Source: an optimization exercise on an open RTL-to-GDS flow (aim: small area, a short achievable clock period and few clock cycles per item). Production flows keep margins and buffers that such runs may drop.
Where RTL was checked, it was by simulation tests only, not by an equivalence proof against the original.
For run 1, only the layout was checked, not whether the RTL still works.
The clock cells of runs 3 to 5 come from the design's own scripts or RTL, not from TritonCTS.
No driver is modelled on the clock port, so clock power and skew are understated where the tree is cut down; a real chip needs a root buffer or a tree.
Power and IR drop assume default switching activity.

## flow/constraint.sdc

```tcl
create_clock -name core_clock -period 10.0 [get_ports {clk}]
set_input_delay 2.0000 -clock core_clock [delete_from_list [all_inputs] [get_ports {clk}]]
set_output_delay 2.0000 -clock core_clock [all_outputs]
set_load 0.01 [all_outputs]
```

## flow/config.mk

```make
export PLATFORM = sky130hd
export DESIGN_NAME = cnet_req_framer
export DESIGN_NICKNAME = cnet_req_framer
export VERILOG_FILES = /design/flow/design.v
export SDC_FILE = /design/flow/constraint.sdc
export NUM_CORES = 4
export LEC_CHECK = 0
export CAP_MARGIN = 20
export CORE_MARGIN = 2
export CORE_UTILIZATION = 40
export SLEW_MARGIN = 20
```

## flow/flow/run.sh

```bash
#!/bin/bash
# The standard ORFS layout (standard.sh, unchanged synthesis) with three
# settings of its own:
#  - port buffers: plain buf_1 cells (every input and output port still gets
#    one) instead of the delay buffer that buffer_ports picks by default;
#  - clock tree: sink clusters of up to 24 flip-flops, no dummy loads;
#  - timing repair aims at 7 ns of setup slack (the SDC is unchanged).
set -euo pipefail
export BUFFER_PORTS_ARGS="-buffer_cell sky130_fd_sc_hd__buf_1"
export CTS_ARGS="-sink_clustering_enable -repair_clock_nets -sink_clustering_size 24 -sink_clustering_max_diameter 120 -dont_use_dummy_load"
export SETUP_SLACK_MARGIN=7
bash standard.sh > standard.log 2>&1
```

## flow/design.v

```verilog
module cnet_req_framer #(
    parameter FRAME_CAP = 128,
    parameter NAME_CAP  = 16,
    parameter DATA_CAP  = FRAME_CAP - NAME_CAP - 11,
    parameter ADDR_MAX  = NAME_CAP - 3
) (
    input  wire                    clk,
    input  wire                    rst,
    input  wire                    req_valid,
    output wire                    req_ready,
    input  wire [1:0]              req_kind,       
    input  wire [7:0]              req_station,
    input  wire [3:0]              req_dev,        
    input  wire [2:0]              req_size,       
    input  wire [7:0]              req_count,
    input  wire [3:0]              req_addr_len,   
    input  wire [8*ADDR_MAX-1:0]   req_addr,       
    input  wire [6:0]              req_data_len,   
    input  wire [8*DATA_CAP-1:0]   req_data,       
    output wire                    tx_valid,
    input  wire                    tx_ready,
    output wire [7:0]              tx_data,
    output wire                    tx_last
);
    reg [1:0]            s_kind;
    reg [7:0]            s_station;
    reg [3:0]            s_dev;
    reg [2:0]            s_size;
    reg [7:0]            s_count;
    reg [3:0]            s_alen;
    reg [6:0]            s_dlen;
    reg [8*ADDR_MAX-1:0] r_addr;
    reg [8*DATA_CAP-1:0] r_data;
    reg       ld_en;     
    reg       rot_en;    
    reg       free;      
    reg       start, cnt, fa, fd, eot, act;
    reg [7:0] lo;
    reg [1:0] gh;
    reg [3:0] a_idx;
    reg [6:0] d_idx;
    reg       a_last, d_last;
    reg [3:0] lag_a;
    reg [6:0] lag_d;
    reg       sync_a, sync_d;
    reg       p_valid;
    reg [7:0] p_byte;
    reg       p_addr;    
    reg       p_data;    
    reg       drop;      
    reg       killq;     
    reg       o_valid, o_last;
    reg [7:0] o_data;
    reg       k_valid, k_last;    
    reg [7:0] k_data;
    assign req_ready = free;
    assign tx_valid  = o_valid;
    assign tx_data   = o_data;
    assign tx_last   = o_last;
    function [7:0] devletter(input [3:0] d);
        case (d)
            4'd0:  devletter = 8'h50;  
            4'd1:  devletter = 8'h4D;  
            4'd2:  devletter = 8'h4B;  
            4'd3:  devletter = 8'h46;  
            4'd4:  devletter = 8'h54;  
            4'd5:  devletter = 8'h43;  
            4'd6:  devletter = 8'h4C;  
            4'd7:  devletter = 8'h4E;  
            4'd8:  devletter = 8'h44;  
            4'd9:  devletter = 8'h55;  
            4'd10: devletter = 8'h5A;  
            4'd11: devletter = 8'h52;  
            default: devletter = 8'h00;
        endcase
    endfunction
    function [7:0] sizeletter(input [2:0] s);
        case (s)
            3'd0: sizeletter = 8'h58;  
            3'd1: sizeletter = 8'h42;  
            3'd2: sizeletter = 8'h57;  
            3'd3: sizeletter = 8'h44;  
            3'd4: sizeletter = 8'h4C;  
            default: sizeletter = 8'h00;
        endcase
    endfunction
    wire [4:0] nl = 5'd3 + {1'b0, s_alen};
    wire       b_kind = s_kind[1];
    wire [8*16-1:0] hdr = {
        24'h000000,
        sizeletter(s_size),
        devletter(s_dev),
        8'h25,
        4'h3, nl[3:0],
        7'h18, nl[4],
        4'h3, s_count[3:0],
        4'h3, s_count[7:4],
        b_kind ? 8'h42 : 8'h53,
        8'h53,
        s_kind[0] ? 8'h57 : 8'h52,
        4'h3, s_station[3:0],
        4'h3, s_station[7:4],
        8'h00
    };
    wire [7:0] tap_a = b_kind ? r_addr[8*2 +: 8] : r_addr[8*0 +: 8];
    wire [7:0] tap_d = r_data[8*(DATA_CAP - 13 - s_alen) +: 8];
    reg [7:0] f_byte;
    integer g, j;
    always @* begin
        f_byte = (eot   ? 8'h04 : 8'h00) | (start ? 8'h05 : 8'h00) |
                 (fa    ? tap_a : 8'h00) | (fd    ? tap_d : 8'h00);
        for (g = 0; g < 2; g = g + 1)
            for (j = 0; j < 8; j = j + 1)
                f_byte = f_byte | ({8{gh[g] & lo[j]}} & hdr[8*(8*g+j) +: 8]);
    end
    wire [7:0] c_byte = p_data ? {p_byte[7:4] + 4'h3, p_byte[3:0]} : p_byte;
    wire       c_eot  = (c_byte == 8'h04);
    wire       c_emit = p_valid && !drop && !((p_addr || p_data) && c_byte == 8'h00);
    wire       early  = p_valid && !drop && (p_addr || p_data) && c_eot;
    wire adv     = !k_valid;              
    wire consume = o_valid && tx_ready;
    wire acc     = req_valid && free;
    wire go      = adv && act && !(fa && !sync_a) && !(fd && !sync_d);
    wire has_data = s_kind[0] && (s_dlen != 7'd0);
    wire has_addr = (s_alen != 4'd0);
    wire hdr_skip = b_kind && !cnt && gh[0] && lo[5];
    wire hdr_end  = gh[1] && lo[4];
    wire cnt_end  = cnt && lo[7];
    reg to_addr, to_cnt, to_data, to_eot;
    always @* begin
        to_addr = 1'b0; to_cnt = 1'b0; to_data = 1'b0; to_eot = 1'b0;
        if ((hdr_end && !has_addr) || (fa && a_last) || cnt_end) begin
            if (b_kind && !cnt_end) to_cnt  = 1'b1;
            else if (has_data)      to_data = 1'b1;
            else                    to_eot  = 1'b1;
        end else if (hdr_end) begin
            to_addr = 1'b1;
        end else if (fd && d_last) begin
            to_eot = 1'b1;
        end
    end
    reg       start_n, cnt_n, fa_n, fd_n, eot_n, act_n;
    reg [7:0] lo_n;
    reg [1:0] gh_n;
    reg [3:0] a_idx_n;
    reg [6:0] d_idx_n;
    reg       a_last_n, d_last_n;
    always @* begin
        start_n = start; cnt_n = cnt; fa_n = fa; fd_n = fd; eot_n = eot; act_n = act;
        lo_n = lo; gh_n = gh; a_idx_n = a_idx; d_idx_n = d_idx;
        a_last_n = a_last; d_last_n = d_last;
        if (adv && killq) begin
            start_n = 1'b0; cnt_n = 1'b0; fa_n = 1'b0; fd_n = 1'b0;
            eot_n = 1'b0; act_n = 1'b0; lo_n = 8'd0; gh_n = 2'b00;
        end else if (go) begin
            a_idx_n  = a_idx + 4'd1;
            d_idx_n  = d_idx + 7'd1;
            a_last_n = (a_idx + 4'd2 == s_alen);
            d_last_n = (d_idx + 7'd2 == s_dlen);
            if (eot) begin
                eot_n = 1'b0; act_n = 1'b0;
            end else if (start) begin
                start_n = 1'b0; lo_n = 8'd2; gh_n = 2'b01;
            end else if (hdr_skip) begin
                lo_n = 8'd1; gh_n = 2'b10;
            end else if (to_addr | to_cnt | to_data | to_eot) begin
                lo_n  = to_cnt ? 8'h40 : 8'h00;
                gh_n  = {1'b0, to_cnt};
                cnt_n = to_cnt;
                fa_n  = to_addr;
                fd_n  = to_data;
                eot_n = to_eot;
                a_idx_n  = 4'd0;
                d_idx_n  = 7'd0;
                a_last_n = (s_alen == 4'd1);
                d_last_n = (s_dlen == 7'd1);
            end else begin
                lo_n = {lo[6:0], lo[7]};
                gh_n = lo[7] ? {gh[0], 1'b0} : gh;
            end
        end
        if (acc) begin
            start_n = 1'b1; eot_n = 1'b0; act_n = 1'b1;
        end
    end
    wire [3:0] lag_a_n = acc ? 4'd0 : go ? lag_a : (lag_a == 4'd12)  ? 4'd0 : lag_a + 4'd1;
    wire [6:0] lag_d_n = acc ? 7'd0 : go ? lag_d : (lag_d == 7'd100) ? 7'd0 : lag_d + 7'd1;
    reg       o_valid_n, k_valid_n;
    always @* begin
        o_valid_n = o_valid;
        k_valid_n = k_valid;
        if (k_valid) begin
            if (consume) k_valid_n = 1'b0;
        end else if (c_emit) begin
            if (!o_valid || consume) o_valid_n = 1'b1;
            else                     k_valid_n = 1'b1;
        end else if (consume) begin
            o_valid_n = 1'b0;
        end
    end
    always @(posedge clk) begin
        if (ld_en) begin
            s_kind    <= req_kind;
            s_station <= req_station;
            s_dev     <= req_dev;
            s_size    <= req_size;
            s_count   <= req_count;
            s_alen    <= req_addr_len;
            s_dlen    <= req_data_len;
        end
        r_addr <= ({8*ADDR_MAX{ld_en}}  & req_addr) |
                  ({8*ADDR_MAX{rot_en}} & {r_addr[7:0], r_addr[8*ADDR_MAX-1:8]});
        r_data <= ({8*DATA_CAP{ld_en}}  & req_data) |
                  ({8*DATA_CAP{rot_en}} & {r_data[7:0], r_data[8*DATA_CAP-1:8]});
        if (adv) begin
            p_byte <= f_byte;
            p_addr <= fa;
            p_data <= fd;
        end
        if (k_valid) begin
            if (consume) begin
                o_data <= k_data;
                o_last <= k_last;
            end
        end else if (c_emit) begin
            if (!o_valid || consume) begin
                o_data <= c_byte;
                o_last <= c_eot;
            end else begin
                k_data <= c_byte;
                k_last <= c_eot;
            end
        end
        lo     <= lo_n;
        gh     <= gh_n;
        a_idx  <= a_idx_n;
        d_idx  <= d_idx_n;
        a_last <= a_last_n;
        d_last <= d_last_n;
        lag_a  <= lag_a_n;
        lag_d  <= lag_d_n;
        sync_a <= (lag_a_n == 4'd0);
        sync_d <= (lag_d_n == 7'd0);
        if (rst) begin
            start   <= 1'b0;
            cnt     <= 1'b0;
            fa      <= 1'b0;
            fd      <= 1'b0;
            eot     <= 1'b0;
            act     <= 1'b0;
            lo      <= 8'd0;
            gh      <= 2'b00;
            p_valid <= 1'b0;
            drop    <= 1'b0;
            killq   <= 1'b0;
            o_valid <= 1'b0;
            k_valid <= 1'b0;
            ld_en   <= 1'b1;
            rot_en  <= 1'b0;
            free    <= 1'b1;
        end else begin
            start   <= start_n;
            cnt     <= cnt_n;
            fa      <= fa_n;
            fd      <= fd_n;
            eot     <= eot_n;
            act     <= act_n;
            if (adv) begin
                p_valid <= go && !killq;
                drop    <= early;
            end
            if (adv || acc)
                killq <= adv && early && !acc;
            o_valid <= o_valid_n;
            k_valid <= k_valid_n;
            ld_en   <= !act_n || eot_n;
            rot_en  <= act_n && !eot_n;
            free    <= !act_n || (eot_n && !k_valid_n);
        end
    end
endmodule
```

## flow/standard.sh

```bash
#!/bin/bash
# synth_recipe.tcl (not shown) runs the flow's synth.tcl, then flattens the netlist and writes it again
# the make line also repeats each setting of config.mk as NAME=value (left out here)
make -C /OpenROAD-flow-scripts/flow DESIGN_CONFIG=/design/flow/config.mk WORK_HOME=/design/flow/orfs CLKGATE_MAP_FILE= SYNTH_SCRIPT=/design/flow/synth_recipe.tcl "${@:-finish}"
```

==> flow_summary.toml, run 1 <==
[routing]
wl_per_cell_um = 25.51
vias = 25910
drcViolationCount = 0
avgViaCountPerCell = 5.504
ant_nets = 0
drtIter0Drc = 2243
drtPass1Iterations = 5
wl_mm = 120.1

[sta]
setup-violations-final = 0
hold_violations = 0
period_share = 0.3182
clock.fmax_mhz = 314.2
tns_ns = 0
rsz0062_at_grt = "yes"
tightest_slew_ns = 1.144
fin_ws_ns = 6.818
maxSlewHeadroom = 0.2374
slew_violations = 0
final.setup_skew_ns = 0.05694
timing.final.crit_period_ns = 3.182

[flow_run]
cap_violations = 0

[global_route]
grt_max_degree = 242
grt_first_pass_wirelength_mm = 167.8
grt_use_total = 0.2530
antenna_found_initial = 41
grt_remaining_overflow = 0
grt_pass1_vias = 24780

[placed_design]
gp_congestion = 0.9163
portBuffers = 962
place_ws_ns = 5.898
hpwl_mm = 89.45

[clock_network]
clk_path_buf_depth = 3
root_buffer = "clkbuf_16"
cts-htree-levels = 2
cts_made_buffers = 49
clk_pin_slew_ns = 0.10
clk-insertion-delay-late_ns = 0.65
cts_hold_buffers = 0
cts_tree = "done"
cts.sinks = 1032

[floorplan]
start_util = 0.4020
floorplan.die_area_sq_mm = 0.08929
row_count = 108
dieWidth_um = 298.8
io_pins = 963
die_h_um = 298.8
fp.coreArea_sq_mm = 0.08648

[synthesis]
synth_seq_cells = 1032
synth_top_cell_area_share = 0.5499
ys_top_cells_by_count = "955 x dfxtp_1, 922 x a22o_1, 204 x clkbuf_1, 77 x edfxtp_1, 56 x nand2_1"
yosys_warnings = 1
netlist_instances = 2735
synth_area_sq_mm = 0.03477
ys.flop_type = "dfxtp_1"
synth_edf_count = 77
syn_nets = 3702
ys_top_cells_by_area = "dfxtp_1 55%, a22o_1 23%, edfxtp_1 6.7%, clkbuf_1 2.2%, mux4_2 1.7%"
avgSynthCellArea_sq_um = 12.71
synth_top_area_cell = "dfxtp_1"
yosysUniqueCellTypes = 77
async_reset_ff_frac = 0
ys_seq_area_frac = 0.6164
yosys.cell_count.top_type = "dfxtp_1"

[worst_setup_path]
criticalPathCategory = "reg -> out"
cp_cell_sequence = "buf_2"
slowest_delay_ns = 0.39
critical_path_required_ns = 8.00
critPathMaxFanout = 1
crit_family = "flip-flops"
critPathBufInv = 1
cp-end-kind = "primary output"
startpoint_type = "flop"
cp.arrival_ns = 1.18
crit_path_top_delay_cell = "edfxtp_1"

[worst_hold_path]
hold_class = "reg -> reg"

[finish]
drive_gt1_frac = 0.04475
fin_nets = 4500
final_core_util = 0.4691
syn2layout_area_growth_pct = 16.68

[status]
status = "no timing/DRC/antenna violations"

[power_and_ir_drop]
peakVddDrop_v = 0.0001320
static-leakage-power_nw = 15.64
p_per_area_mw_per_mm2 = 199.8
==> worst paths after layout <==
| path | start | endpoint | slack (ns) | depth (start not counted) |
|---|---|---|---|---|
| max | o_data[2]$_DFFE_PP_ | tx_data[2] | 6.82 | 1 |
| min | r_data[486]$_DFF_P_ | r_data[478]$_DFF_P_ | 0.41 | 1 |
| max reg2reg | s_alen[0]$_DFFE_PP_ | p_byte[3]$_DFFE_PN_ | 7.19 | 8 |
| min reg2reg | r_data[486]$_DFF_P_ | r_data[478]$_DFF_P_ | 0.41 | 1 |
==> area by class of cell <==
type                       instances  area (sq um)
antenna                           22         55.05
fill                            8184         45920
sequential                      1032         21440
tap                             1155          1445
clock buffer                      49          1226
multi-input combinational       1432         12280
timing repair buffer             993          4025
inverter                          25         95.09
==> report_power, final <==
part	internal [mW]	leakage, nW	switching, mW
combinational	0.554	6.21	0.511
clock	0.878	0.604	1.28
sequential	4.62	8.82	0.265
==> through the flow <==
stage	instance area [sq um]	hold WS, ns	power, mW	std cells
6_report	40570	0.4073	8.107	4708
5_1_grt	40540	0.4299	8.429	4697
4_1_cts	40460	0.4084	8.153	4683
3_5_place_dp	39070	0.4209	6.003	4626
3_3_place_gp	39060	0.4166	5.995	4626
2_1_floorplan	34780	0.4159	5.561	2735
==> logic make-up (layout without fill, tap and decap cells) <==
group	after synthesis	in the layout	synth area share
other	0	22	0
XOR/XNOR	28	28	0.007054
adder cells (fa/ha/maj)	15	15	0.005398
flip-flops	1032	1032	0.6164
multiplexers	93	93	0.04383
AO/OA/AOI/OAI	1092	1092	0.2667
buffers and inverters	271	1067	0.03120
AND/OR/NAND/NOR	204	204	0.02944
==> flip-flops by register name, indices dropped and copies added, names as in the netlist, 8 cells and up <==
register / flops
k_data: 8
lo: 8
p_byte: 8
s_station: 8
o_data: 8
r_data: 808
s_count: 8
r_addr: 104
==> repair_timing <==
item,CTS,global route
gates resized for setup,24,5
gates cloned,0,1
pin swaps,1,0
buffers inserted,8,2
endpoints found under the setup margin,112,262
hold endpoints to repair,0,0
==> metal layers <==
metal | vias up | GRT usage | routed length (um)
met5 | - | 0 | 248
met4 | 36 | 0.07929 | 3351
met3 | 175 | 0.07306 | 9931
met2 | 948 | 0.4232 | 57650
met1 | 12610 | 0.3150 | 48920
li1 | 12140 | - | -
==> placed cells by master (no fill, tap or decap), types with 7 or more instances in the layout <==
cell and n:
nand3_1 16, mux4_1 14, mux4_2 27, nor2b_1 10, buf_1 951, xor2_1 12, mux2_2 22, diode_2 22
nor3_1 9, a22o_1 922, dfxtp_1 951, clkbuf_16 50, xnor2_1 16, a21oi_1 36, inv_1 23, o311ai_0 8
a22oi_1 9, nand2_1 56, and2_1 11, buf_4 18, nand2b_1 9, buf_2 9, a211oi_1 9, o21ai_0 34
nor2_1 47, edfxtp_1 77, ha_1 14, or3_1 7, mux2i_1 29
==> run 2, diff against run 1 <==
--- a/flow/design.v
+++ b/flow/design.v
@@ -57,39 +57,23 @@
     assign tx_valid  = o_valid;
     assign tx_data   = o_data;
     assign tx_last   = o_last;
-    function [7:0] devletter(input [3:0] d);
-        case (d)
-            4'd0:  devletter = 8'h50;  
-            4'd1:  devletter = 8'h4D;  
-            4'd2:  devletter = 8'h4B;  
-            4'd3:  devletter = 8'h46;  
-            4'd4:  devletter = 8'h54;  
-            4'd5:  devletter = 8'h43;  
-            4'd6:  devletter = 8'h4C;  
-            4'd7:  devletter = 8'h4E;  
-            4'd8:  devletter = 8'h44;  
-            4'd9:  devletter = 8'h55;  
-            4'd10: devletter = 8'h5A;  
-            4'd11: devletter = 8'h52;  
-            default: devletter = 8'h00;
-        endcase
-    endfunction
-    function [7:0] sizeletter(input [2:0] s);
-        case (s)
-            3'd0: sizeletter = 8'h58;  
-            3'd1: sizeletter = 8'h42;  
-            3'd2: sizeletter = 8'h57;  
-            3'd3: sizeletter = 8'h44;  
-            3'd4: sizeletter = 8'h4C;  
-            default: sizeletter = 8'h00;
-        endcase
-    endfunction
+    localparam [8*16-1:0] DEVL = {
+        32'h00000000,
+        8'h52, 8'h5A, 8'h55, 8'h44, 8'h4E, 8'h4C, 8'h43, 8'h54,
+        8'h46, 8'h4B, 8'h4D, 8'h50
+    };
+    localparam [8*8-1:0] SIZEL = {
+        24'h000000,
+        8'h4C, 8'h44, 8'h57, 8'h42, 8'h58
+    };
+    wire [7:0] dev_letter  = DEVL[8*s_dev +: 8];
+    wire [7:0] size_letter = SIZEL[8*s_size +: 8];
     wire [4:0] nl = 5'd3 + {1'b0, s_alen};
     wire       b_kind = s_kind[1];
     wire [8*16-1:0] hdr = {
         24'h000000,
-        sizeletter(s_size),
-        devletter(s_dev),
+        size_letter,
+        dev_letter,
         8'h25,
         4'h3, nl[3:0],
         7'h18, nl[4],
==> run 2 against run 1 <==
  * Still clean
  * Die area is 0.95% lower
  * Worst hold slack better by 0.018 ns
  * Core utilization is 0.16 points higher
  * Clock power hardly changed
  * Final cell count is 1.2% lower
  * Synthesized cell count is 1.1% lower
  * Via count is 0.38% higher
  * Synthesized area is 0.96% lower
  * Design area is 1.1% lower
  * Sequential share of layout area is 0.27 points higher
  * Flip-flop and latch count is 6 lower
  * Power is 5.1% higher
  * Largest cell class unchanged
  * Highest routed layer unchanged
==> flow_summary.toml, run 2 <==
[status]
status = "no timing/DRC/antenna violations"

[sta]
period_share = 0.3153
rsz0062_at_grt = "yes"
setup-violations-final = 0
clock.fmax_mhz = 317.1
maxSlewHeadroom = 0.2753
tns_ns = 0
hold_violations = 0
slew_violations = 0
timing.final.crit_period_ns = 3.153
final.setup_skew_ns = 0.04636
tightest_slew_ns = 1.087

[global_route]
grt_pass1_vias = 24760
grt_first_pass_wirelength_mm = 167.8
grt_use_total = 0.2534
antenna_found_initial = 30
grt_remaining_overflow = 0
grt_max_degree = 261

[synthesis]
yosys_warnings = 1
ys_seq_area_frac = 0.6189
syn_nets = 3676
yosysUniqueCellTypes = 69
netlist_instances = 2706
ys_top_cells_by_area = "dfxtp_1 55%, a22o_1 23%, edfxtp_1 6.7%, mux4_2 3.8%, clkbuf_1 2.5%"
yosys.cell_count.top_type = "dfxtp_1"
ys_top_cells_by_count = "949 x dfxtp_1, 918 x a22o_1, 225 x clkbuf_1, 77 x edfxtp_1, 71 x nor2_1"
synth_edf_count = 77
ys.flop_type = "dfxtp_1"
synth_seq_cells = 1026
avgSynthCellArea_sq_um = 12.72
synth_top_cell_area_share = 0.5517
async_reset_ff_frac = 0
synth_area_sq_mm = 0.03443
synth_top_area_cell = "dfxtp_1"

[finish]
largest_reg_flops = 808
regMostFlops = "r_data"
largestRegisters = "r_data: 808 flops, r_addr: 104 flops"
drive_gt1_frac = 0.04729
final_cell_mix = "953 x buf_1, 945 x dfxtp_1, 918 x a22o_1"
syn2layout_area_growth_pct = 16.57
fin_nets = 4461
fin_area_sq_mm = 0.04014
final_common_cell = "buf_1"

[routing]
vias = 26010
drcViolationCount = 0
avgViaCountPerCell = 5.591
wl_mm = 118.9
ant_nets = 0
drtPass1Iterations = 5
wl_per_cell_um = 25.56
drtIter0Drc = 2498

[worst_setup_path]
critical_path_required_ns = 8.00
startpoint_type = "flop"
cp-end-kind = "primary output"
critPathBufInv = 1
crit_path_top_delay_cell = "edfxtp_1"
cp.arrival_ns = 1.15
crit_family = "flip-flops"
slowest_delay_ns = 0.41
critPathMaxFanout = 1
criticalPathCategory = "reg -> out"
cp_cell_sequence = "buf_1"

[power_and_ir_drop]
clkPwrFrac = 0.253
peakVddDrop_v = 0.0001393
pwr-share-seq = 0.590
static-leakage-power_nw = 15.38
switching_share = 0.2643
switchingPower_mw = 2.251
combinationalPowerShare = 0.157
p_per_area_mw_per_mm2 = 212.3
intPower_mw = 6.268

[floorplan]
io_pins = 963
dieWidth_um = 297.4
die_h_um = 297.4
floorplan.die_area_sq_mm = 0.08845
fp.coreArea_sq_mm = 0.08528
start_util = 0.4038
row_count = 107

[clock_network]
cts_made_buffers = 49
root_buffer = "clkbuf_16"
cts-htree-levels = 2
clk_pin_slew_ns = 0.10
cts_tree = "done"
clk_path_buf_depth = 3
clk-insertion-delay-late_ns = 0.61
cts.sinks = 1026

[worst_hold_path]
hold_class = "reg -> reg"

[flow_run]
cap_violations = 0

[placed_design]
hpwl_mm = 88.17
portBuffers = 962
placed_cell_area_sq_mm = 0.03871
gp_congestion = 0.9031
## run 2: cell count changes after synthesis, sizes merged, moves of 6 or more
cell    previous run  this run
nor2              48        71
clkbuf           204       225
buf               42        22
mux2i             30        10
mux4              41        58
nand2             56        71
mux2              22        12
a211oi            10         1
nand4              4        12
nor3               9        16
o311ai             9         2
dfxtp            955       949
## run 2: power groups by stage
stage	Combinational [mW]	Clock [mW]	Sequential, mW
2_1_floorplan	0.948	0	4.96
3_3_place_gp	1.29	0	5.11
3_5_place_dp	1.31	0	5.11
4_1_cts	1.32	2.20	5.02
5_1_grt	1.45	2.34	5.08
6_report	1.34	2.15	5.03
## run 2: kinds of logic after synthesis
| kind of cell | after synthesis | share of synthesized area |
|---|---|---|
| compound gates | 1045 | 0.2582 |
| xor+xnor | 30 | 0.007631 |
| fa+ha+maj | 18 | 0.006541 |
| buf+inv | 273 | 0.03107 |
| flops | 1026 | 0.6189 |
| mux | 80 | 0.04477 |
| simple gates | 234 | 0.03289 |
## run 2: layer usage
layer,share of wire,wire (um),up-vias,track usage
met5,0.0010,119,-,0
met4,0.028,3337,18,0.07672
met3,0.082,9716,185,0.06763
met2,0.48,57530,1028,0.4247
met1,0.41,48220,12860,0.3189
li1,-,-,11920,-
## run 2: final cells by class
| cell class | count | area (sq um) |
|---|---|---|
| clock buffers | 49 | 1226 |
| multi-input cells | 1407 | 12070 |
| inverters | 26 | 101.3 |
| flip-flops and latches | 1026 | 21320 |
| diodes | 19 | 47.55 |
| repair buffers | 981 | 3938 |
| fillers | 8011 | 45140 |
| well taps | 1144 | 1431 |
## run 2: final timing paths
path	startpoint	end	slack [ns]	cells after the start
min	r_data[198]$_DFF_P_	r_data[190]$_DFF_P_	0.43	1
max	o_data[1]$_DFFE_PP_	tx_data[1]	6.85	1
max reg2reg	s_alen[2]$_DFFE_PP_	p_byte[7]$_DFFE_PN_	7.16	5
min reg2reg	r_data[198]$_DFF_P_	r_data[190]$_DFF_P_	0.43	1
## run 2: timing repair
item | CTS | global route
hold buffers | 0 | 0
resized for setup | 12 | 17
endpoints found under the setup margin | 19 | 356
pin swaps | 0 | 1
buffers inserted | 1 | 1
gates cloned | 0 | 1
hold endpoints to repair | 0 | 0
## run 2: metrics by stage
stage / util / total power, mW / setup slack (ns) / hold slack [ns] / cells
floorplan: - / 5.906 / 7.005 / 0.4159 / 2706
global route: 0.4706 / 8.871 / 6.796 / 0.4351 / 4650
global placement: 0.4539 / 6.405 / 6.566 / 0.4163 / 4580
CTS: 0.4687 / 8.547 / 6.810 / 0.4330 / 4630
finish: 0.4707 / 8.520 / 6.847 / 0.4254 / 4652
detailed placement: 0.4539 / 6.421 / 6.469 / 0.4216 / 4580
Testbench counts of run 2, summed over its fixed seeds: cycles 73,697, items 1,600.
==> run 3, diff against run 2 <==
--- a/flow/design.v
+++ b/flow/design.v
@@ -52,6 +52,8 @@
     reg       o_valid, o_last;
     reg [7:0] o_data;
     reg       k_valid, k_last;    
+    reg [7:0] oc_data;
+    reg       oc_last;
     reg [7:0] k_data;
     assign req_ready = free;
     assign tx_valid  = o_valid;
@@ -169,6 +171,9 @@
     end
     wire [3:0] lag_a_n = acc ? 4'd0 : go ? lag_a : (lag_a == 4'd12)  ? 4'd0 : lag_a + 4'd1;
     wire [6:0] lag_d_n = acc ? 7'd0 : go ? lag_d : (lag_d == 7'd100) ? 7'd0 : lag_d + 7'd1;
+    wire       o_ld       = k_valid ? consume : (c_emit && (!o_valid || consume));
+    wire [7:0] o_src_data = k_valid ? k_data : c_byte;
+    wire       o_src_last = k_valid ? k_last : c_eot;
     reg       o_valid_n, k_valid_n;
     always @* begin
         o_valid_n = o_valid;
@@ -183,15 +188,13 @@
         end
     end
     always @(posedge clk) begin
-        if (ld_en) begin
-            s_kind    <= req_kind;
-            s_station <= req_station;
-            s_dev     <= req_dev;
-            s_size    <= req_size;
-            s_count   <= req_count;
-            s_alen    <= req_addr_len;
-            s_dlen    <= req_data_len;
-        end
+        s_kind    <= ({2{ld_en}} & req_kind)     | ({2{rot_en}} & s_kind);
+        s_station <= ({8{ld_en}} & req_station)  | ({8{rot_en}} & s_station);
+        s_dev     <= ({4{ld_en}} & req_dev)      | ({4{rot_en}} & s_dev);
+        s_size    <= ({3{ld_en}} & req_size)     | ({3{rot_en}} & s_size);
+        s_count   <= ({8{ld_en}} & req_count)    | ({8{rot_en}} & s_count);
+        s_alen    <= ({4{ld_en}} & req_addr_len) | ({4{rot_en}} & s_alen);
+        s_dlen    <= ({7{ld_en}} & req_data_len) | ({7{rot_en}} & s_dlen);
         r_addr <= ({8*ADDR_MAX{ld_en}}  & req_addr) |
                   ({8*ADDR_MAX{rot_en}} & {r_addr[7:0], r_addr[8*ADDR_MAX-1:8]});
         r_data <= ({8*DATA_CAP{ld_en}}  & req_data) |
@@ -201,19 +204,15 @@
             p_addr <= fa;
             p_data <= fd;
         end
-        if (k_valid) begin
-            if (consume) begin
-                o_data <= k_data;
-                o_last <= k_last;
-            end
-        end else if (c_emit) begin
-            if (!o_valid || consume) begin
-                o_data <= c_byte;
-                o_last <= c_eot;
-            end else begin
-                k_data <= c_byte;
-                k_last <= c_eot;
-            end
+        o_data <= o_ld ? o_src_data : oc_data;
+        o_last <= o_ld ? o_src_last : oc_last;
+        if (o_ld) begin
+            oc_data <= o_src_data;
+            oc_last <= o_src_last;
+        end
+        if (!k_valid && c_emit && o_valid && !consume) begin
+            k_data <= c_byte;
+            k_last <= c_eot;
         end
         lo     <= lo_n;
         gh     <= gh_n;
==> flow/flow/run.sh (replaced) <==
#!/bin/bash
# The standard ORFS layout (standard.sh, unchanged synthesis), with:
#  - port buffers: plain buf_1 cells (every input and output port still gets
#    one) instead of the delay buffer that buffer_ports picks by default;
#  - clock tree: built by flow/clocktree.tcl (a PRE_CTS hook) as a balanced
#    two-level tree, clock port -> 4 root buffers -> leaf buffers -> flops,
#    in place of TritonCTS; the rest of the CTS step (legalization, timing
#    and hold repair) runs as usual;
#  - timing repair aims at 7 ns of setup slack (the SDC is unchanged).
set -euo pipefail
export BUFFER_PORTS_ARGS="-buffer_cell sky130_fd_sc_hd__buf_1"
export PRE_CTS_TCL="$PWD/flow/clocktree.tcl"
export SETUP_SLACK_MARGIN=7
bash standard.sh > standard.log 2>&1
==> flow/flow/clocktree.tcl (new file) <==
# PRE_CTS hook: a two-level clock tree built directly, in place of TritonCTS.
# The clock port drives 4 root buffers (one per quadrant of the flip-flops,
# split by count); each root drives the leaf buffers of its quadrant, and each
# leaf buffer drives a compact cluster of at most CT_LEAF_MAX flip-flops, all
# found by recursive bisection of the flip-flop positions. Every flip-flop's
# clock goes through exactly one root and one leaf buffer.
# CT_LEAF_MAX, CT_ROOT_CELL and CT_LEAF_CELL may override the defaults below.
set ct_leaf_max  [expr {[info exists ::env(CT_LEAF_MAX)] ? $::env(CT_LEAF_MAX) : 22}]
set ct_root_cell [expr {[info exists ::env(CT_ROOT_CELL)] ? $::env(CT_ROOT_CELL) : "sky130_fd_sc_hd__clkbuf_16"}]
set ct_leaf_cell [expr {[info exists ::env(CT_LEAF_CELL)] ? $::env(CT_LEAF_CELL) : "sky130_fd_sc_hd__clkbuf_16"}]

set ct_block [ord::get_db_block]
set ct_db    [ord::get_db]
set ct_clk   [$ct_block findNet clk]

# split items into k groups of near-equal size by recursive bisection,
# alternating the axis, with group counts split in proportion
proc ct_split {items axis k} {
  if {$k <= 1} { return [list $items] }
  set s [lsort -integer -index $axis $items]
  set k1 [expr {$k / 2}]
  set h [expr {int(round([llength $s] * double($k1) / $k))}]
  set nx [expr {1 - $axis}]
  return [concat [ct_split [lrange $s 0 [expr {$h - 1}]] $nx $k1] \
                 [ct_split [lrange $s $h end] $nx [expr {$k - $k1}]]]
}
proc ct_centroid {items} {
  set sx 0; set sy 0
  foreach it $items { incr sx [lindex $it 0]; incr sy [lindex $it 1] }
  set n [llength $items]
  return [list [expr {$sx / $n}] [expr {$sy / $n}]]
}
proc ct_place {inst xy} {
  set m [$inst getMaster]
  set x [expr {[lindex $xy 0] - [$m getWidth] / 2}]
  set y [expr {[lindex $xy 1] - [$m getHeight] / 2}]
  $inst setLocation $x $y
  $inst setPlacementStatus PLACED
}

set ct_sinks {}
foreach it [$ct_clk getITerms] {
  set bb [[$it getInst] getBBox]
  lappend ct_sinks [list [expr {([$bb xMin] + [$bb xMax]) / 2}] [expr {([$bb yMin] + [$bb yMax]) / 2}] $it]
}
set ct_n [llength $ct_sinks]
puts "clocktree: $ct_n sinks on clk"
set ct_quads [ct_split $ct_sinks 0 4]
set ct_mroot [$ct_db findMaster $ct_root_cell]
set ct_mleaf [$ct_db findMaster $ct_leaf_cell]
set qi 0
set li 0
foreach q $ct_quads {
  set leaves [ct_split $q 0 [expr {int(ceil([llength $q] / double($ct_leaf_max)))}]]
  set lxy {}
  foreach l $leaves { lappend lxy [concat [ct_centroid $l] 0] }
  set root [odb::dbInst_create $ct_block $ct_mroot "ctroot_$qi"]
  set rnet [odb::dbNet_create $ct_block "ctroot_net_$qi"]
  $rnet setSigType CLOCK
  [$root findITerm A] connect $ct_clk
  [$root findITerm X] connect $rnet
  ct_place $root [ct_centroid $lxy]
  foreach l $leaves {
    set leaf [odb::dbInst_create $ct_block $ct_mleaf "ctleaf_$li"]
    set lnet [odb::dbNet_create $ct_block "ctleaf_net_$li"]
    $lnet setSigType CLOCK
    [$leaf findITerm A] connect $rnet
    [$leaf findITerm X] connect $lnet
    ct_place $leaf [ct_centroid $l]
    foreach s $l {
      set it [lindex $s 2]
      $it disconnect
      $it connect $lnet
    }
    incr li
  }
  puts "clocktree: root $qi drives [llength $leaves] leaf buffers"
  incr qi
}
puts "clocktree: $qi roots, $li leaves"
set_propagated_clock [all_clocks]

# the tree is built: clock_tree_synthesis has nothing left to do
rename clock_tree_synthesis ct_unused_clock_tree_synthesis
proc clock_tree_synthesis {args} { puts "clock_tree_synthesis: skipped, the clock tree is built by clocktree.tcl" }
==> run 3 against run 2 <==
  * Synthesized area barely moved
  * Worst setup slack improved by 0.13 ns
  * First-iteration DRC count increased by 5.3%
  * Core utilization hardly changed
  * Power shrank 4.0%
  * Critical path depth unchanged
  * Global-route usage is 1.2 points higher
  * Worst hold slack better by 0.0043 ns
  * Register-to-register slack barely moved
  * Clock skew shrank 0.0084 ns
  * Flip-flop and latch count did not move
  * Critical path type unchanged
==> flow_summary.toml, run 3 <==
[finish]
drive_gt1_frac = 0.04489
final_cell_mix = "980 x dfxtp_1, 957 x a22o_1, 955 x buf_1"
stdcell_count = 4691
fillers = 8118
syn2layout_area_growth_pct = 16.56
fin_nets = 4492
final_common_cell = "dfxtp_1"
seq_area_sq_mm = 0.02097
largest_reg_flops = 808
multi_input_area_sq_mm = 0.01237
largestRegisters = "r_data: 808 flops, r_addr: 104 flops"
regMostFlops = "r_data"

[synthesis]
yosysUniqueCellTypes = 85
synth_top_cell_area_share = 0.5722
ys_seq_area_frac = 0.6079
avgSynthCellArea_sq_um = 12.57
synth_seq_cells = 1026
synth_top_area_cell = "dfxtp_1"
synth_area_sq_mm = 0.03446
netlist_instances = 2742
async_reset_ff_frac = 0
ys_top_cells_by_count = "985 x dfxtp_1, 957 x a22o_1, 227 x clkbuf_1, 47 x nand2_1"
syn_nets = 3712
yosys.cell_count.top_type = "dfxtp_1"
ys.flop_type = "dfxtp_1"
synth_edf_count = 41
yosys_warnings = 1
ys_top_cells_by_area = "dfxtp_1 57%, a22o_1 24%, edfxtp_1 3.6%, clkbuf_1 2.5%, mux4_2 2.0%"

[clock_network]
cts_hold_buffers = 0
clk_pin_slew_ns = 0.09
clk-insertion-delay-late_ns = 0.45

[floorplan]
start_util = 0.4041
fp.coreArea_sq_mm = 0.08528
die_h_um = 297.5
row_count = 107
dieWidth_um = 297.5
floorplan.die_area_sq_mm = 0.08852
io_pins = 963

[global_route]
grt_first_pass_wirelength_mm = 175.3
grt_pass1_vias = 24900
grt_max_degree = 250
grt_use_total = 0.2658
grt_remaining_overflow = 0
antenna_found_initial = 50

[routing]
wl_per_cell_um = 26.84
avgViaCountPerCell = 5.546
ant_nets = 0
drtIter0Drc = 2631
vias = 26010
drtPass1Iterations = 6
drcViolationCount = 0
wl_mm = 125.9

[placed_design]
place_ws_ns = 6.283
portBuffers = 962
gp_congestion = 0.9339
hpwl_mm = 95.10
dp.cells = 4606

[sta]
rsz0062_at_grt = "yes"
final.setup_skew_ns = 0.03793
hold_violations = 0
slew_violations = 0
timing.final.crit_period_ns = 3.026
period_share = 0.3026
maxSlewHeadroom = 0.1398
clock.fmax_mhz = 330.4
setup-violations-final = 0
fin_ws_ns = 6.974
tns_ns = 0
tightest_slew_ns = 1.290

[power_and_ir_drop]
static-leakage-power_nw = 15.50
p_per_area_mw_per_mm2 = 203.7
peakVddDrop_v = 0.0001796
switchingPower_mw = 2.094
switching_share = 0.2559
total_power_mw = 8.183
combinationalPowerShare = 0.139
clkPwrFrac = 0.266
pwr-share-seq = 0.595
intPower_mw = 6.089

[worst_setup_path]
rrSetupSlack_ns = 7.15
cp.arrival_ns = 1.03
critPathBufInv = 1
slowest_delay_ns = 0.43
criticalPathCategory = "reg -> out"
critical_path_required_ns = 8.00
crit_family = "flip-flops"
critPathMaxFanout = 1
cp-end-kind = "primary output"
crit_path_top_delay_cell = "edfxtp_1"
startpoint_type = "flop"
cp_cell_sequence = "clkbuf_2"

[worst_hold_path]
hold_class = "reg -> reg"

[flow_run]
cap_violations = 0

[status]
status = "no timing/DRC/antenna violations"
run 3: metrics by stage:
stage,hold slack (ns),utilization,cell area [sq um]
final,0.4297,0.4710,40170
after global routing,0.4506,0.4708,40150
after CTS,0.4249,0.4692,40010
after detailed placement,0.4209,0.4534,38660
after global placement,0.4164,0.4534,38660
after floorplan,0.4159,-,34470
run 3: layout make-up:
cell class	instances	area share
inverters	28	0.002617
well taps	1144	0.03563
plain buffers	52	0.03239
repair buffers	984	0.09768
multi-input cells	1430	0.3080
flip-flops and latches	1026	0.5220
diodes	27	0.001682
run 3: cell families after synthesis:
logic type,share of synthesized area
flops,0.6079
xor+xnor,0.007879
buf+inv,0.03358
fa+ha+maj,0.006536
compound gates,0.2750
simple gates,0.02952
mux,0.03950
run 3: per-layer routing:
metal | vias to the layer above | routed length, um | GRT usage
met3 | 188 | 10110 | 0.06171
met2 | 1012 | 61370 | 0.4489
met5 | - | 146 | 0
met1 | 12670 | 50680 | 0.3375
met4 | 24 | 3585 | 0.07900
li1 | 12120 | - | -
run 3: final timing paths:
path                       startpoint             endpoint  cells past startpoint
hold / removal    r_data[490]$_DFF_P_  r_data[482]$_DFF_P_                      1
hold reg to reg   r_data[490]$_DFF_P_  r_data[482]$_DFF_P_                      1
setup reg to reg    s_alen[0]$_DFF_P_  p_byte[0]$_DFFE_PN_                      7
setup / recovery  o_data[2]$_DFFE_PP_           tx_data[2]                      1
run 3: power groups by stage:
stage | sequential [mW] | clock (mW) | combinational [mW]
after floorplan | 4.78 | 0 | 0.808
after CTS | 4.87 | 2.22 | 1.12
after global routing | 4.91 | 2.37 | 1.23
after global placement | 4.97 | 0 | 1.08
after detailed placement | 4.96 | 0 | 1.10
final | 4.87 | 2.18 | 1.13
run 3: timing repair:
item                       CTS  global route
setup buffers                2             3
gates cloned                 0             0
pin swaps                    1             1
resized for setup            4             9
setup endpoints to repair  113           182
Testbench counts of run 3, summed over its fixed seeds: cycles 73,697, items 1,600.
==> run 4, diff against run 3 <==
--- a/flow/design.v
+++ b/flow/design.v
@@ -52,8 +52,6 @@
     reg       o_valid, o_last;
     reg [7:0] o_data;
     reg       k_valid, k_last;    
-    reg [7:0] oc_data;
-    reg       oc_last;
     reg [7:0] k_data;
     assign req_ready = free;
     assign tx_valid  = o_valid;
@@ -204,11 +202,12 @@
             p_addr <= fa;
             p_data <= fd;
         end
-        o_data <= o_ld ? o_src_data : oc_data;
-        o_last <= o_ld ? o_src_last : oc_last;
-        if (o_ld) begin
-            oc_data <= o_src_data;
-            oc_last <= o_src_last;
+        if (rst) begin
+            o_data <= 8'h00;
+            o_last <= 1'b0;
+        end else if (o_ld) begin
+            o_data <= o_src_data;
+            o_last <= o_src_last;
         end
         if (!k_valid && c_emit && o_valid && !consume) begin
             k_data <= c_byte;
--- a/flow/flow/run.sh
+++ b/flow/flow/run.sh
@@ -6,9 +6,9 @@
 #    two-level tree, clock port -> 4 root buffers -> leaf buffers -> flops,
 #    in place of TritonCTS; the rest of the CTS step (legalization, timing
 #    and hold repair) runs as usual;
-#  - timing repair aims at 7 ns of setup slack (the SDC is unchanged).
+#  - timing repair aims at 7.5 ns of setup slack (the SDC is unchanged).
 set -euo pipefail
 export BUFFER_PORTS_ARGS="-buffer_cell sky130_fd_sc_hd__buf_1"
 export PRE_CTS_TCL="$PWD/flow/clocktree.tcl"
-export SETUP_SLACK_MARGIN=7
+export SETUP_SLACK_MARGIN=7.5
 bash standard.sh > standard.log 2>&1
--- a/flow/flow/clocktree.tcl
+++ b/flow/flow/clocktree.tcl
@@ -30,6 +30,14 @@
   set n [llength $items]
   return [list [expr {$sx / $n}] [expr {$sy / $n}]]
 }
+# the input and output pins of a one-input clock buffer or inverter
+proc ct_pin {inst dir} {
+  foreach it [$inst getITerms] {
+    if {[$it isInputSignal] && $dir eq "in"} { return $it }
+    if {[$it isOutputSignal] && $dir eq "out"} { return $it }
+  }
+  error "no $dir pin on [$inst getName]"
+}
 proc ct_place {inst xy} {
   set m [$inst getMaster]
   set x [expr {[lindex $xy 0] - [$m getWidth] / 2}]
@@ -57,15 +65,15 @@
   set root [odb::dbInst_create $ct_block $ct_mroot "ctroot_$qi"]
   set rnet [odb::dbNet_create $ct_block "ctroot_net_$qi"]
   $rnet setSigType CLOCK
-  [$root findITerm A] connect $ct_clk
-  [$root findITerm X] connect $rnet
+  [ct_pin $root in] connect $ct_clk
+  [ct_pin $root out] connect $rnet
   ct_place $root [ct_centroid $lxy]
   foreach l $leaves {
     set leaf [odb::dbInst_create $ct_block $ct_mleaf "ctleaf_$li"]
     set lnet [odb::dbNet_create $ct_block "ctleaf_net_$li"]
     $lnet setSigType CLOCK
-    [$leaf findITerm A] connect $rnet
-    [$leaf findITerm X] connect $lnet
+    [ct_pin $leaf in] connect $rnet
+    [ct_pin $leaf out] connect $lnet
     ct_place $leaf [ct_centroid $l]
     foreach s $l {
       set it [lindex $s 2]
==> run 4 against run 3 <==
  * Combinational power up 36%
  * Power up 7.3%
  * Worst hold slack better by 0.0040 ns
  * Clock power about the same
  * Synthesized cell count up 2.2%
  * Synthesized area up 0.14%
  * Routed wire length up 1.9%
  * Maximum frequency up 3.6%
  * Core utilization up 1.3 points
  * Highest routed layer unchanged
  * Critical path type unchanged
==> flow_summary.toml, run 4 <==
[status]
status = "no timing/DRC/antenna violations"

[routing]
ant_nets = 0
drtPass1Iterations = 5
wl_mm = 128.3
drtIter0Drc = 3268
avgViaCountPerCell = 5.682
vias = 27330
drcViolationCount = 0
wl_per_cell_um = 26.68

[sta]
hold_violations = 0
slew_violations = 0
tns_ns = 0
clock.fmax_mhz = 342.3
setup-violations-final = 0
timing.final.crit_period_ns = 2.922
maxSlewHeadroom = 0.2822
tightest_slew_ns = 1.077
fin_hold_ws_ns = 0.4337
period_share = 0.2922
rsz0062_at_grt = "yes"
final.setup_skew_ns = 0.02381

[floorplan]
io_pins = 963
fp.coreArea_sq_mm = 0.08528
start_util = 0.4046
row_count = 107
floorplan.die_area_sq_mm = 0.08863
die_h_um = 297.7
dieWidth_um = 297.7

[synthesis]
synth_edf_count = 32
async_reset_ff_frac = 0
syn_nets = 3771
ys_top_cells_by_count = "994 x dfxtp_1, 954 x a22o_1, 237 x clkbuf_1, 50 x nor2_1, 47 x nand2_1"
synth_seq_cells = 1026
synth_top_cell_area_share = 0.5766
netlist_instances = 2801
synth_top_area_cell = "dfxtp_1"
synth_area_sq_mm = 0.03451
avgSynthCellArea_sq_um = 12.32
yosys.cell_count.top_type = "dfxtp_1"
ys_seq_area_frac = 0.6045
yosys_warnings = 1
ys_top_cells_by_area = "dfxtp_1 58%, a22o_1 24%, edfxtp_1 2.8%, clkbuf_1 2.6%, mux4_2 2.5%"
ys.flop_type = "dfxtp_1"
yosysUniqueCellTypes = 71

[global_route]
grt_pass1_vias = 25600
grt_first_pass_wirelength_mm = 176.7
grt_use_total = 0.2667
antenna_found_initial = 65
grt_remaining_overflow = 0
grt_max_degree = 238

[finish]
largest_reg_flops = 808
regMostFlops = "r_data"
largestRegisters = "r_data: 808 flops, r_addr: 104 flops"
final_cell_mix = "977 x dfxtp_1, 954 x a22o_1, 949 x buf_1"
stdcell_count = 4809
drive_gt1_frac = 0.07198
fin_nets = 4584
syn2layout_area_growth_pct = 19.74
final_common_cell = "dfxtp_1"
final_core_util = 0.4845

[worst_setup_path]
cp.arrival_ns = 0.92
criticalPathCategory = "reg -> out"
crit_path_top_delay_cell = "dfxtp_4"
slowest_delay_ns = 0.36
cp-end-kind = "primary output"
critPathBufInv = 1
startpoint_type = "flop"
critical_path_required_ns = 8.00
critPathMaxFanout = 2
cp_cell_sequence = "buf_6"
crit_family = "flip-flops"

[power_and_ir_drop]
static-leakage-power_nw = 15.99
peakVddDrop_v = 0.0002116
p_per_area_mw_per_mm2 = 212.5
total_power_mw = 8.779

[clock_network]
clk_pin_slew_ns = 0.09
clk-insertion-delay-late_ns = 0.45
cts_hold_buffers = 0

[placed_design]
dp.cells = 4664
gp_congestion = 1.041
hpwl_mm = 92.97
portBuffers = 962

[flow_run]
cap_violations = 0

[worst_hold_path]
hold_class = "reg -> reg"
==> run 4: cell types whose count changed after synthesis, moves of 9 or more <==
| cell | before | now |
|---|---|---|
| mux2i_1 | 19 | 30 |
| nor3_1 | 5 | 14 |
| a21oi_1 | 35 | 46 |
| nor2_1 | 41 | 50 |
| clkbuf_1 | 227 | 237 |
| edfxtp_1 | 41 | 32 |
| or3_1 | 5 | 14 |
| o21ai_0 | 21 | 40 |
| dfxtp_1 | 985 | 994 |
==> run 4: path summary, 6_finish.rpt <==
path / cells after the start / start / endpoint / slack (ns)
setup / recovery: 1 / o_valid$_SDFFE_PP0P_ / tx_valid / 7.08
hold / removal: 1 / r_data[121]$_DFF_P_ / r_data[113]$_DFF_P_ / 0.43
setup reg to reg: 7 / s_alen[1]$_DFF_P_ / p_byte[7]$_DFFE_PN_ / 7.50
hold reg to reg: 1 / r_data[121]$_DFF_P_ / r_data[113]$_DFF_P_ / 0.43
==> run 4: what timing repair did <==
item                                    4_1_cts  5_1_grt
cloned                                        5        4
buffers inserted                             21       10
endpoints found under the setup margin      665      341
pin swaps                                     9        9
resized for setup                            79       38
==> run 4: cell families (layout without fill, tap and decap cells) <==
logic type / count (synthesis) / after routing / share of synthesized area
compound gates: 1137 / 1138 / 0.2769
flops: 1026 / 1026 / 0.6045
buf+inv: 286 / 1096 / 0.03205
simple gates: 221 / 221 / 0.03343
mux: 86 / 86 / 0.03970
xor+xnor: 27 / 27 / 0.006853
fa+ha+maj: 18 / 18 / 0.006527
other cells: 0 / 53 / 0
==> run 4: cell type report <==
cell class                 instances  area (sq um)
buffer                            52          1301
fill                            7958         43960
multi-input combinational       1490         12850
tap                             1144          1431
antenna                           53         132.6
timing repair buffer            1020          4604
sequential                      1026         20890
inverter                          24         102.6
==> run 4: where the power goes <==
| group | switching, mW | total [mW] | internal, mW |
|---|---|---|---|
| registers | 0.366 | 5.06 | 4.69 |
| logic | 0.754 | 1.54 | 0.788 |
| clock network | 1.25 | 2.18 | 0.926 |
| total | 2.37 | 8.78 | 6.40 |
==> run 4: through the flow <==
step / area (sq um) / worst slack [ns]
global placement: 38920 / 6.375
finish: 41320 / 7.078
floorplan: 34760 / 6.889
global route: 41310 / 7.056
CTS: 40880 / 7.068
detailed placement: 38920 / 6.328
==> run 4: metal layers <==
layer,vias up,part of all wire,global-route usage
met4,20,0.034,0.1100
met5,-,0.0010,0
met3,201,0.089,0.06687
met2,1245,0.47,0.4186
li1,12400,-,-
met1,13460,0.41,0.3505
Testbench counts of run 4, summed over its fixed seeds: cycles 73,697, items 1,600.
==> run 5, diff against run 4 <==
--- a/flow/design.v
+++ b/flow/design.v
@@ -31,6 +31,7 @@
     reg [6:0]            s_dlen;
     reg [8*ADDR_MAX-1:0] r_addr;
     reg [8*DATA_CAP-1:0] r_data;
+    reg                  r_inv;
     reg       ld_en;     
     reg       rot_en;    
     reg       free;      
@@ -86,8 +87,8 @@
         4'h3, s_station[7:4],
         8'h00
     };
-    wire [7:0] tap_a = b_kind ? r_addr[8*2 +: 8] : r_addr[8*0 +: 8];
-    wire [7:0] tap_d = r_data[8*(DATA_CAP - 13 - s_alen) +: 8];
+    wire [7:0] tap_a = (b_kind ? r_addr[8*2 +: 8] : r_addr[8*0 +: 8]) ^ {8{r_inv}};
+    wire [7:0] tap_d = r_data[8*(DATA_CAP - 13 - s_alen) +: 8] ^ {8{r_inv}};
     reg [7:0] f_byte;
     integer g, j;
     always @* begin
@@ -193,10 +194,11 @@
         s_count   <= ({8{ld_en}} & req_count)    | ({8{rot_en}} & s_count);
         s_alen    <= ({4{ld_en}} & req_addr_len) | ({4{rot_en}} & s_alen);
         s_dlen    <= ({7{ld_en}} & req_data_len) | ({7{rot_en}} & s_dlen);
-        r_addr <= ({8*ADDR_MAX{ld_en}}  & req_addr) |
-                  ({8*ADDR_MAX{rot_en}} & {r_addr[7:0], r_addr[8*ADDR_MAX-1:8]});
-        r_data <= ({8*DATA_CAP{ld_en}}  & req_data) |
-                  ({8*DATA_CAP{rot_en}} & {r_data[7:0], r_data[8*DATA_CAP-1:8]});
+        r_addr <= ~(({8*ADDR_MAX{ld_en}}  & req_addr) |
+                    ({8*ADDR_MAX{rot_en}} & {r_addr[7:0], r_addr[8*ADDR_MAX-1:8]}));
+        r_data <= ~(({8*DATA_CAP{ld_en}}  & req_data) |
+                    ({8*DATA_CAP{rot_en}} & {r_data[7:0], r_data[8*DATA_CAP-1:8]}));
+        r_inv  <= ld_en || !r_inv;
         if (adv) begin
             p_byte <= f_byte;
             p_addr <= fa;
==> run 5 against run 4 <==
  * Global-route usage decreased by 0.42 points
  * Still clean on timing, DRC and antenna
  * Synthesized cell count decreased by 0.36%
  * Die area decreased by 3.1%
  * Critical path type unchanged
  * Largest power group unchanged
==> flow_summary.toml, run 5 <==
[sta]
period_share = 0.2927
final.setup_skew_ns = 0.04017
slew_violations = 0
timing.final.crit_period_ns = 2.927
setup-violations-final = 0
tightest_slew_ns = 0.9992
tns_ns = 0
maxSlewHeadroom = 0.3330
clock.fmax_mhz = 341.7
rsz0062_at_grt = "yes"
hold_violations = 0

[placed_design]
portBuffers = 962
dp.cells = 4591
placed_cell_area_sq_mm = 0.03769
gp_congestion = 0.9381
hpwl_mm = 86.28

[routing]
avgViaCountPerCell = 5.749
wl_per_cell_um = 25.80
drtPass1Iterations = 5
drtIter0Drc = 2419
ant_nets = 0
vias = 27150
wl_mm = 121.9
drcViolationCount = 0

[synthesis]
ys.flop_type = "dfxtp_1"
async_reset_ff_frac = 0
avgSynthCellArea_sq_um = 11.98
synth_seq_cells = 1027
synth_area_sq_mm = 0.03343
yosys.cell_count.top_type = "dfxtp_1"
synth_top_area_cell = "dfxtp_1"
syn_nets = 3761
synth_edf_count = 32
yosys_warnings = 1
synth_top_cell_area_share = 0.5958
ys_seq_area_frac = 0.6245
yosysUniqueCellTypes = 71
ys_top_cells_by_count = "995 x dfxtp_1, 918 x a22oi_1, 226 x clkbuf_1, 63 x nand2_1, 54 x a21oi_1"
netlist_instances = 2791
ys_top_cells_by_area = "dfxtp_1 60%, a22oi_1 21%, mux4_2 3.2%, edfxtp_1 2.9%, clkbuf_1 2.5%"

[power_and_ir_drop]
combinationalPowerShare = 0.150
switching_share = 0.2634
p_per_area_mw_per_mm2 = 206.2
static-leakage-power_nw = 15.12
peakVddDrop_v = 0.0002084
intPower_mw = 6.118
total_power_mw = 8.306
switchingPower_mw = 2.188
pwr-share-seq = 0.586
clkPwrFrac = 0.263

[global_route]
grt_first_pass_wirelength_mm = 170.1
antenna_found_initial = 32
grt_pass1_vias = 25790
grt_max_degree = 188
grt_use_total = 0.2625
grt_remaining_overflow = 0

[worst_setup_path]
rr_startpoint = "s_alen[3]$_DFF_P_"
rrSetupSlack_ns = 7.28
startpoint_type = "flop"
cp.arrival_ns = 0.93
critical_path_required_ns = 8.00
critPathBufInv = 1
reg2regPathDepth = 6
cp-end-kind = "primary output"
criticalPathCategory = "reg -> out"
cp.depth = 1
crit_path_top_delay_cell = "dfxtp_2"
slowest_delay_ns = 0.36
crit_family = "flip-flops"
critPathMaxFanout = 2
reg2reg_to = "p_byte[0]$_DFFE_PN_"
cp_cell_sequence = "buf_6"

[clock_network]
clk-insertion-delay-late_ns = 0.46
clk_pin_slew_ns = 0.09
cts_hold_buffers = 0

[worst_hold_path]
hold-path-endpoint = "r_data[566]$_DFF_P_"
worstHoldStart = "r_data[574]$_DFF_P_"
hold_class = "reg -> reg"
worst_hold_path.num_cells = 1

[finish]
drive_gt1_frac = 0.07287
seq_area_sq_mm = 0.02092
regMostFlops = "r_data"
multi_input_area_sq_mm = 0.01170
final_core_util = 0.4844
syn2layout_area_growth_pct = 20.48
fillers = 7729
final_common_cell = "dfxtp_1"
largestRegisters = "r_data: 808 flops, r_addr: 104 flops"
fin_nets = 4595
fin_area_sq_mm = 0.04028
final_cell_mix = "977 x dfxtp_1, 950 x buf_1, 918 x a22oi_1"
stdcell_count = 4723
largest_reg_flops = 808

[floorplan]
dieWidth_um = 293.1
die_h_um = 293.1
row_count = 106
floorplan.die_area_sq_mm = 0.08592
io_pins = 963
start_util = 0.4021
fp.coreArea_sq_mm = 0.08316

[status]
status = "no timing/DRC/antenna violations"

[flow_run]
cap_violations = 0
## run 5: cell count changes in the layout (fill, tap and decap cells not counted), moves of 8 or more
cell / delta
mux2_2: -17
xnor2_1: +10
diode_2: -33
o21ai_1: -8
mux4_2: +9
nand2_1: +16
buf_4: +9
a21oi_1: +15
a22oi_1: +907
a22o_1: -910
## run 5: repair_timing
item,4_1_cts,5_1_grt
endpoints found under the hold margin,0,0
setup endpoints to repair,730,369
gates cloned,6,2
setup buffers,45,7
resized for setup,98,43
pin swaps,20,19
## run 5: power groups by stage
stage	logic [mW]	registers (mW)	clock network, mW
floorplan	0.767	4.80	0
global placement	1.04	4.97	0
CTS	1.20	4.86	2.21
finish	1.25	4.87	2.19
global route	1.35	4.90	2.35
detailed placement	1.05	4.96	0
## run 5: metal layers
layer | track usage | routed length, um | up-vias
met2 | 0.4326 | 58060 | 1120
met3 | 0.05234 | 10070 | 198
met5 | 0 | 76 | -
met4 | 0.07330 | 3818 | 12
li1 | - | - | 12350
met1 | 0.3503 | 49840 | 13470
## run 5: worst max path at each step
stage | startpoint | to | slack [ns]
after floorplan | tx_ready | k_data[0]$_DFFE_PP_ | 7.07
after global routing | o_last$_SDFFE_PP0P_ | tx_last | 7.06
after global placement | tx_ready | k_data[6]$_DFFE_PP_ | 6.47
final | o_last$_SDFFE_PP0P_ | tx_last | 7.07
after detailed placement | s_alen[0]$_DFF_P_ | p_byte[5]$_DFFE_PN_ | 6.42
after CTS | o_last$_SDFFE_PP0P_ | tx_last | 7.06
## run 5: final cells by class
class | instances | area share
Multi-Input combinational cell | 1478 | 0.2905
Tap cell | 1080 | 0.03355
Buffer | 52 | 0.03230
Sequential cell | 1027 | 0.5192
Inverter | 26 | 0.002702
Antenna cell | 20 | 0.001242
Timing Repair Buffer | 1040 | 0.1205
## run 5: kinds of logic after synthesis
logic type,count (synthesis),synth area share
adders and majority gates,18,0.006736
AOI/OAI and AO/OA,1123,0.2492
DFF,1027,0.6245
muxes,85,0.04356
buffers and inverters,286,0.03409
xor gates and xnor gates,41,0.01074
and+or+nand+nor,211,0.03117
## run 5: per-stage QoR
step | worst slack [ns] | hold WS (ns)
floorplan | 7.068 | 0.3903
global placement | 6.470 | 0.3907
detailed placement | 6.416 | 0.3960
CTS | 7.060 | 0.3860
global route | 7.058 | 0.4090
finish | 7.073 | 0.3794
Testbench counts of run 5, summed over its fixed seeds: cycles 73,697, items 1,600.

static timing again, ports no longer ideal:
Ports are ideal in the flow. The routed layouts listed here were re-timed in OpenROAD. Step 1 (the two cells are an assumption about what drives the block):
set clk [get_ports {clk}]
set_driving_cell -lib_cell sky130_fd_sc_hd__clkbuf_16 $clk
set_driving_cell -lib_cell sky130_fd_sc_hd__buf_2 [delete_from_list [all_inputs] $clk]
Step 2 moves the port delays by t, midway between the first and last clock arrival at a register: inputs arrive t later, outputs are due t later. That takes back most of the time a late clock gives input paths. Slacks: ideal ports / drivers / drivers and shift; pairs: ideal ports / drivers.
run	shift t [ns]	setup slack, ns	hold WS [ns]	worst slew at a driven data input, ns	cell pins on the clock port's net
run 1	0.690	6.818 / 6.751 / 6.564	0.407 / 0.407 / 0.407	0.16	1
run 2	0.653	6.847 / 6.782 / 6.539	0.425 / 0.425 / 0.425	0.16	1
run 3	0.590	6.974 / 6.819 / 6.673	0.430 / 0.430 / 0.430	0.17	4
run 4	0.584	7.078 / 6.927 / 6.775	0.434 / 0.434 / 0.434	0.20	4
run 5	0.589	7.073 / 6.922 / 6.994	0.379 / 0.380 / 0.380	0.15	4
After both steps setup and hold are still met in every run listed. For run 2, which loses most, drivers alone change the setup slack by -0.065 ns; drivers and shift together by -0.308 ns.
